This is an optimization exercise on Yosys and OpenROAD, whose aim is small area and a short achievable clock period, not a production implementation.
Function was checked by simulation only, so behaviour that the tests miss may differ from the original.
Power and IR drop assume default switching activity.

== run A ==
## dse_core
module dse_core (
    input  wire        clk,
    input  wire        rst,             
    input  wire        fine,            
    input  wire        coarse,          
    input  wire        sec,             
    input  wire        btnA_n,          
    input  wire        btnB_n,          
    input  wire        srst,            
    input  wire        bus_evt,         
    input  wire        bus_nack,
    input  wire        bus_data_ready,  
    input  wire        bus_stop,        
    input  wire [7:0]  bus_rdata,
    output wire [1:0]  mode_o,
    output wire        disp_req,
    output wire [4:0]  hours_o,
    output wire [5:0]  minutes_o,
    output wire [5:0]  seconds_o,
    output wire [15:0] avg_temp,
    output wire        avg_valid,
    output wire        sensor_fault,
    output wire [3:0]  sensor_state,
    output wire        cmd_valid,
    output wire [2:0]  cmd_kind,
    output wire [6:0]  cmd_addr,
    output wire [7:0]  cmd_data
);
    localparam [6:0]   SLAVE_ADDR      = 7'h76;
    localparam [7:0]   REG_CALIB       = 8'h88;
    localparam [7:0]   REG_CTRL_MEAS   = 8'hF4;
    localparam [7:0]   CTRL_MEAS_VALUE = 8'h21;
    localparam [7:0]   REG_STATUS      = 8'hF3;
    localparam [7:0]   REG_TEMP        = 8'hFA;
    localparam integer IDLE_TIMEOUT    = 300;
    localparam [1:0] M_TEMP = 2'd0, M_CLOCK = 2'd1, M_EHOUR = 2'd2, M_EMIN = 2'd3;
    localparam [3:0] PS_READ_CAL   = 4'd0,
                     PS_WRITE_CAL  = 4'd1,
                     PS_CFG_DONE   = 4'd2,
                     PS_STAT_CFG   = 4'd3,
                     PS_STATUS     = 4'd4,
                     PS_WAIT_MEAS  = 4'd5,
                     PS_START_READ = 4'd6,
                     PS_READING    = 4'd7,
                     PS_ERROR      = 4'd8;
    localparam [2:0] K_SEND_SINGLE = 3'b000,
                     K_SEND_START  = 3'b001,
                     K_SEND_FINISH = 3'b011,
                     K_RECV_SINGLE = 3'b100,
                     K_RECV_START  = 3'b101,
                     K_RECV_CONT   = 3'b110,
                     K_RECV_FINISH = 3'b111;
    wire       doneA, doneB;
    wire [8:0] durA;
    wire [5:0] durB;
    dse_debounce #(.W(9)) u_dbA (
  ...
Settings: LEC_CHECK=0, CAP_MARGIN=20, CORE_MARGIN=2, CORE_UTILIZATION=40, SLEW_MARGIN=20; clock period 45.0 ns.
run.sh (not shown) runs the stock make flow with config.mk's settings and CLKGATE_MAP_FILE= SYNTH_SCRIPT=/design/flow/synth_recipe.tcl, a recipe that flattens the netlist after the stock synthesis.
Run A finished all stages; the layout is clean.
Relative to run A, the following input files were edited for run B:
--- a/flow/design.v
+++ b/flow/design.v
@@ -1539,70 +1539,67 @@
     reg        [33:0] aa_q, ab_q;  
     reg        [23:0] wa_q, wb_q;   
     reg               wc_q;
     reg               pend;        
     reg               pub;         
     reg        [3:0]  count;
-    reg signed [15:0] q;
+    reg signed [13:0] q;
     reg        [3:0]  r;
     reg        [15:0] avg_hold;
     reg               avg_v;
     wire ph1 = byte_idx[0];        
-    wire [7:0]  d_hi = ph1 ? raw_msb   : bus_rdata;
     wire [7:0]  d_lo = ph1 ? bus_rdata : 8'd0;
-    wire [16:0] dgen = {1'b0, d_hi, d_lo} - {1'b0, cal_t1};
+    wire [8:0]  lo9  = {1'b0, d_lo} - {1'b0, cal_t1[7:0]};
+    wire [8:0]  hr0  = {1'b0, raw_msb} - {1'b0, cal_t1[15:8]};
+    wire [8:0]  hr1  = hr0 - 9'd1;
+    wire [8:0]  hk   = {1'b0, bus_rdata} - {1'b0, cal_t1[15:8]} - {8'd0, |cal_t1[7:0]};
+    wire [8:0]  hi9  = ph1 ? (lo9[8] ? hr1 : hr0) : hk;
+    wire [16:0] dgen = {hi9, lo9[7:0]};
     wire [31:0] sqa, sqb;
     dse_square u_sq (.d(dgen), .sa(sqa), .sb(sqb));
     wire [31:0] sq = sqa + sqb;
     wire [33:0] va, vb;
     dse_var1 u_v1 (.a(aa_q), .a2(ab_q), .b(bus_rdata), .t(cal_t2), .va(va), .vb(vb));
     wire [10:0] vlo = {1'b0, va[9:0]} + {1'b0, vb[9:0]};
     wire [20:0] mx = ph1 ? {1'b0, sq[31:12]} : {{4{dgen[16]}}, dgen};
     wire [15:0] my = ph1 ? cal_t3 : cal_t2;
-    wire [37:0] za = ph1 ? {va[33:10], 14'd0} : {{3{q[15]}}, q, 19'd0};
+    wire [37:0] za = ph1 ? {va[33:10], 14'd0} : 38'd0;
     wire [37:0] zb = ph1 ? {vb[33:10], 14'd0} : 38'd0;
     wire        zc = ph1 & vlo[10];
     wire [37:0] pa, pb;
     dse_mac u_mac (.x(mx), .y(my), .za(za), .zb(zb), .zc(zc), .pa(pa), .pb(pb));
     wire [14:0] wlo = {1'b0, pa[13:0]} + {1'b0, pb[13:0]};
     always @(posedge clk) begin
         if (ev_bus && ps == PS_READING && !byte_idx[0])
         begin
             aa_q <= pa[33:0];
             ab_q <= pb[33:0];
         end
-        if (sample_valid) begin
-            wa_q <= pa[37:14];
-            wb_q <= pb[37:14];
-            wc_q <= wlo[14];
-        end
+        wa_q <= pa[37:14];
+        wb_q <= pb[37:14];
+        wc_q <= wlo[14];
     end
-    wire signed [23:0] tfq  = wa_q + wb_q + wc_q;
-    wire signed [15:0] aq   = {tfq[23], tfq[23:9]};  
-    wire        [8:0]  tb   = tfq[8:0];             
-    wire        [11:0] t5   = {tb, 2'b00} + tb + 12'd128;
-    wire        [3:0]  h    = t5[11:8];            
-    wire        [4:0]  g    = r + h;
-    wire               e0   = (g >= 5'd10);
-    wire        [3:0]  rn   = e0 ? g - 5'd10 : g[3:0];
-    wire signed [15:0] fq   = aq + e0;             
-    wire signed [15:0] avg_u = fq + ((fq < 0) && (rn != 4'd0));
-    wire signed [24:0] q512 = {q, 9'd0};
-    wire               c_lo = (tfq < q512 - 25'sd204825);
-    wire               c_hi = (tfq > q512 + 25'sd435225);
-    wire signed [15:0] q_lo = q - 16'sd400;
-    wire signed [15:0] q_hi = q + 16'sd850;
-    wire signed [15:0] avg_lo = q_lo + ((q_lo < 0) && (r != 4'd0));
-    wire signed [15:0] avg_hi = q_hi + ((q_hi < 0) && (r != 4'd0));
-    wire        [15:0] avg_c = c_lo ? avg_lo : c_hi ? avg_hi : avg_u;
+    wire signed [23:0] tf    = wa_q + wb_q + wc_q;
+    wire               c_lo  = (tf < -24'sd204825);
+    wire               c_hi  = (tf >  24'sd435225);
+    wire        [8:0]  b9    = tf[8:0];
+    wire        [11:0] t5    = {b9, 2'b00} + b9 + 12'd128;
+    wire        [3:0]  h     = (c_lo || c_hi) ? 4'd0 : t5[11:8];
+    wire signed [10:0] a_sel = c_lo ? -11'sd400 : c_hi ? 11'sd850 : tf[19:9];
+    wire        [4:0]  g     = r + h;
+    wire               e0    = (g >= 5'd10);
+    wire        [3:0]  rn    = e0 ? g - 5'd10 : g[3:0];
+    wire signed [1:0]  e0s   = {1'b0, e0};
+    wire signed [15:0] fq    = q + a_sel + e0s;       
+    wire signed [15:0] avg_c = fq + ((fq < 0) && (rn != 4'd0));
     always @(posedge clk) begin
         if (rst) begin
             pend     <= 1'b0;
             pub      <= 1'b0;
             count    <= 4'd0;
-            q        <= 16'sd0;
+            q        <= 14'sd0;
             r        <= 4'd0;
             avg_hold <= 16'd0;
             avg_v    <= 1'b0;
         end else begin
             pend <= sample_valid;
             if (sample_valid) begin
@@ -1613,18 +1610,18 @@
                 end else begin
                     count <= count + 4'd1;
                 end
             end
             if (pend) begin
                 if (pub) begin
-                    q        <= 16'sd0;
+                    q        <= 14'sd0;
                     r        <= 4'd0;
                     avg_hold <= avg_c;
                 end else begin
-                    q <= c_lo ? q_lo : c_hi ? q_hi : fq;
-                    r <= (c_lo || c_hi) ? r : rn;
+                    q <= fq[13:0];
+                    r <= rn;
                 end
             end
         end
     end
     assign mode_o       = mode;
     assign disp_req     = (mode != M_TEMP);
--- outcome ---
Run B finished end to end and its layout was clean on timing, DRC and antenna. Compared to run A, run B has relative area change from synthesis to final layout 1.2 points higher. Clock-buffer cell count, run B vs run A: up by more than 10%. Run B ended up with a higher met1 track demand over resource in global routing than run A did. Critical path required time essentially unchanged between run B and run A. Going from run A to run B, total power grew by more than half. Comparing die area for run A and run B, the smaller number came from run B. Run comparison: run B end point of the critical path ab_q[21]; run A end point of the critical path ab_q[19]. Going from run A to run B, count of placed standard cells in the final layout, fillers left out has decreased; worst hold-check slack fell 0.0056 ns; number of enable-type register cells in the synthesized netlist decreased by 49 relative to the old numbers; share of the clock period used by the worst path after layout saw an increase.

* * *

Another version of the RTL of dse_core (not shown whole).
For scale: roughly 4200 cells after synthesis, roughly 220 flip-flops, ~81 I/O pins, about 0.033 mm2 of cells after synthesis.
Settings: LEC_CHECK=0, ABC_AREA=1, CAP_MARGIN=60, CORE_MARGIN=2, CORE_UTILIZATION=60, GPL_TIMING_DRIVEN=1, SLEW_MARGIN=60; clock period 45.0 ns.
The starting point finished with timing, DRC and antenna clean.
Rerun with:
--- a/flow/design.v
+++ b/flow/design.v
@@ -1532,20 +1532,19 @@
     reg        [3:0]  r;
     reg        [15:0] avg_hold;
     reg               avg_v;
     wire [8:0]  lo9  = {1'b0, x_q[7:0]} + {1'b0, bus_rdata};
     wire [8:0]  hr1  = x_q[16:8] + 9'd1;
     wire [8:0]  hi9  = lo9[8] ? hr1 : x_q[16:8];
     wire [16:0] dgen = {hi9, lo9[7:0]};
     wire [31:0] sqa, sqb;
     dse_square u_sq (.d(dgen), .sa(sqa), .sb(sqb));
-    wire [31:12] sq;
-    dse_add32 u_add_sq (.a(sqa), .b(sqb), .cin(1'b0), .s(sq));
+    wire [31:0] sq = sqa + sqb;
     wire [37:0] za = {u_q, 14'd0};
     wire [37:0] pa, pb;
     wire [7:0]  ye_o, ye_t, ye_n;
     dse_booth_enc u_enc (.y(sample_valid ? cal_t3 : cal_t2), .bo(ye_o), .bt(ye_t), .bn(ye_n));
     dse_mac u_mac (.x(x_q), .bo(yo_q), .bt(yt_q), .bn(yn_q), .za(za), .pa(pa), .pb(pb));
     wire [33:0] va, vb;
     wire [33:0] q19 = {q[13], q, 19'd0};
     dse_var1 u_v1 (.a(pa[33:0]), .a2(pb[33:0]), .a3(q19), .b(bus_rdata), .t(cal_t2),
                    .va(va), .vb(vb));
@@ -1596,48 +1595,61 @@
     wire signed [15:0] avg_u = s0x + inc;
     wire signed [15:0] q_lo  = q - 16'sd400;
     wire signed [15:0] q_hi  = q + 16'sd850;
     wire signed [15:0] q_lm  = q - 16'sd401;
     wire               c_lo  = (s0x < q_lm) || ((s0x == q_lm) && !th[10]);
     wire               c_hi  = (s0x > q_hi) || ((s0x == q_hi) && th[1]);
     wire signed [15:0] avg_lo = q_lo + ((q_lo < 0) && (r != 4'd0));
     wire signed [15:0] avg_hi = q_hi + ((q_hi < 0) && (r != 4'd0));
     wire        [15:0] avg_c = c_lo ? avg_lo : c_hi ? avg_hi : avg_u;
+    reg               upd;
+    reg               upd_lo, upd_hi;
+    reg        [13:0] upd_q;
+    reg        [3:0]  upd_r;
+    always @(posedge clk) begin
+        upd_lo <= c_lo;
+        upd_hi <= c_hi;
+        upd_q  <= fq[13:0];
+        upd_r  <= rn;
+    end
     always @(posedge clk) begin
         if (rst) begin
+            upd      <= 1'b0;
             pend     <= 1'b0;
             pub      <= 1'b0;
             count    <= 4'd0;
             q        <= 14'sd0;
             r        <= 4'd0;
             avg_hold <= 16'd0;
             avg_v    <= 1'b0;
         end else begin
             pend <= sample_valid;
+            upd  <= pend && !pub;
             if (sample_valid) begin
                 pub  <= (count == 4'd9);
                 if (count == 4'd9) begin
                     avg_v <= 1'b1;
                     count <= 4'd0;
                 end else begin
                     count <= count + 4'd1;
                 end
             end
             if (pend) begin
                 if (pub) begin
                     q        <= 14'sd0;
                     r        <= 4'd0;
                     avg_hold <= avg_c;
-                end else begin
-                    q <= c_lo ? q_lo[13:0] : c_hi ? q_hi[13:0] : fq[13:0];
-                    r <= (c_lo || c_hi) ? r : rn;
                 end
             end
+            if (upd) begin
+                q <= upd_lo ? q_lo[13:0] : upd_hi ? q_hi[13:0] : upd_q;
+                r <= (upd_lo || upd_hi) ? r : upd_r;
+            end
         end
     end
     assign mode_o       = mode;
     assign disp_req     = (mode != M_TEMP);
     assign hours_o      = hh;
     assign minutes_o    = mm;
     assign seconds_o    = ss;
     assign avg_temp     = (pend && pub) ? avg_c : avg_hold;
     assign avg_valid    = avg_v;
Result: The new run ran to the end with no violations; via count rises by 8.0%; total power came out higher by 8.7%; final area goes up by 3.3%; global-route usage rises by 1.7 points; non-clock buffer count rises by 5.

re-timing with driven ports:
The results above use ideal ports. As a check the final layouts listed here were re-extracted and re-timed, cells and wires unchanged. Step 1: set_driving_cell puts a clkbuf_16 on clk and a buf_2 on each other input, an assumption about the parent block. Step 2 times the ports against the registers' clock, not the clock port: input delays grow and output delays shrink by t, the midpoint of the rising clock arrivals with the driver on. a / b / c = ideal ports / drivers / drivers and shift; a / b = the first two.
run | t, ns | setup WS [ns] | worst setup path after step 2 | worst slew at a driven data input, ns
run A | 0.629 | 23.765 / 23.804 / 23.176 | input to register | 0.04
run B | 0.621 | 21.983 / 22.026 / 21.405 | input to register | 0.04
the first run of note 2 | 0.672 | 26.009 / 25.943 / 26.464 | input to register | 0.04
the second run of note 2 | 0.650 | 26.284 / 26.223 / 26.873 | register to output | 0.05
After both steps every run listed still meets setup and hold. The setup slack of run A, which loses most, moves by +0.039 ns with the drivers and by -0.589 ns with both steps.
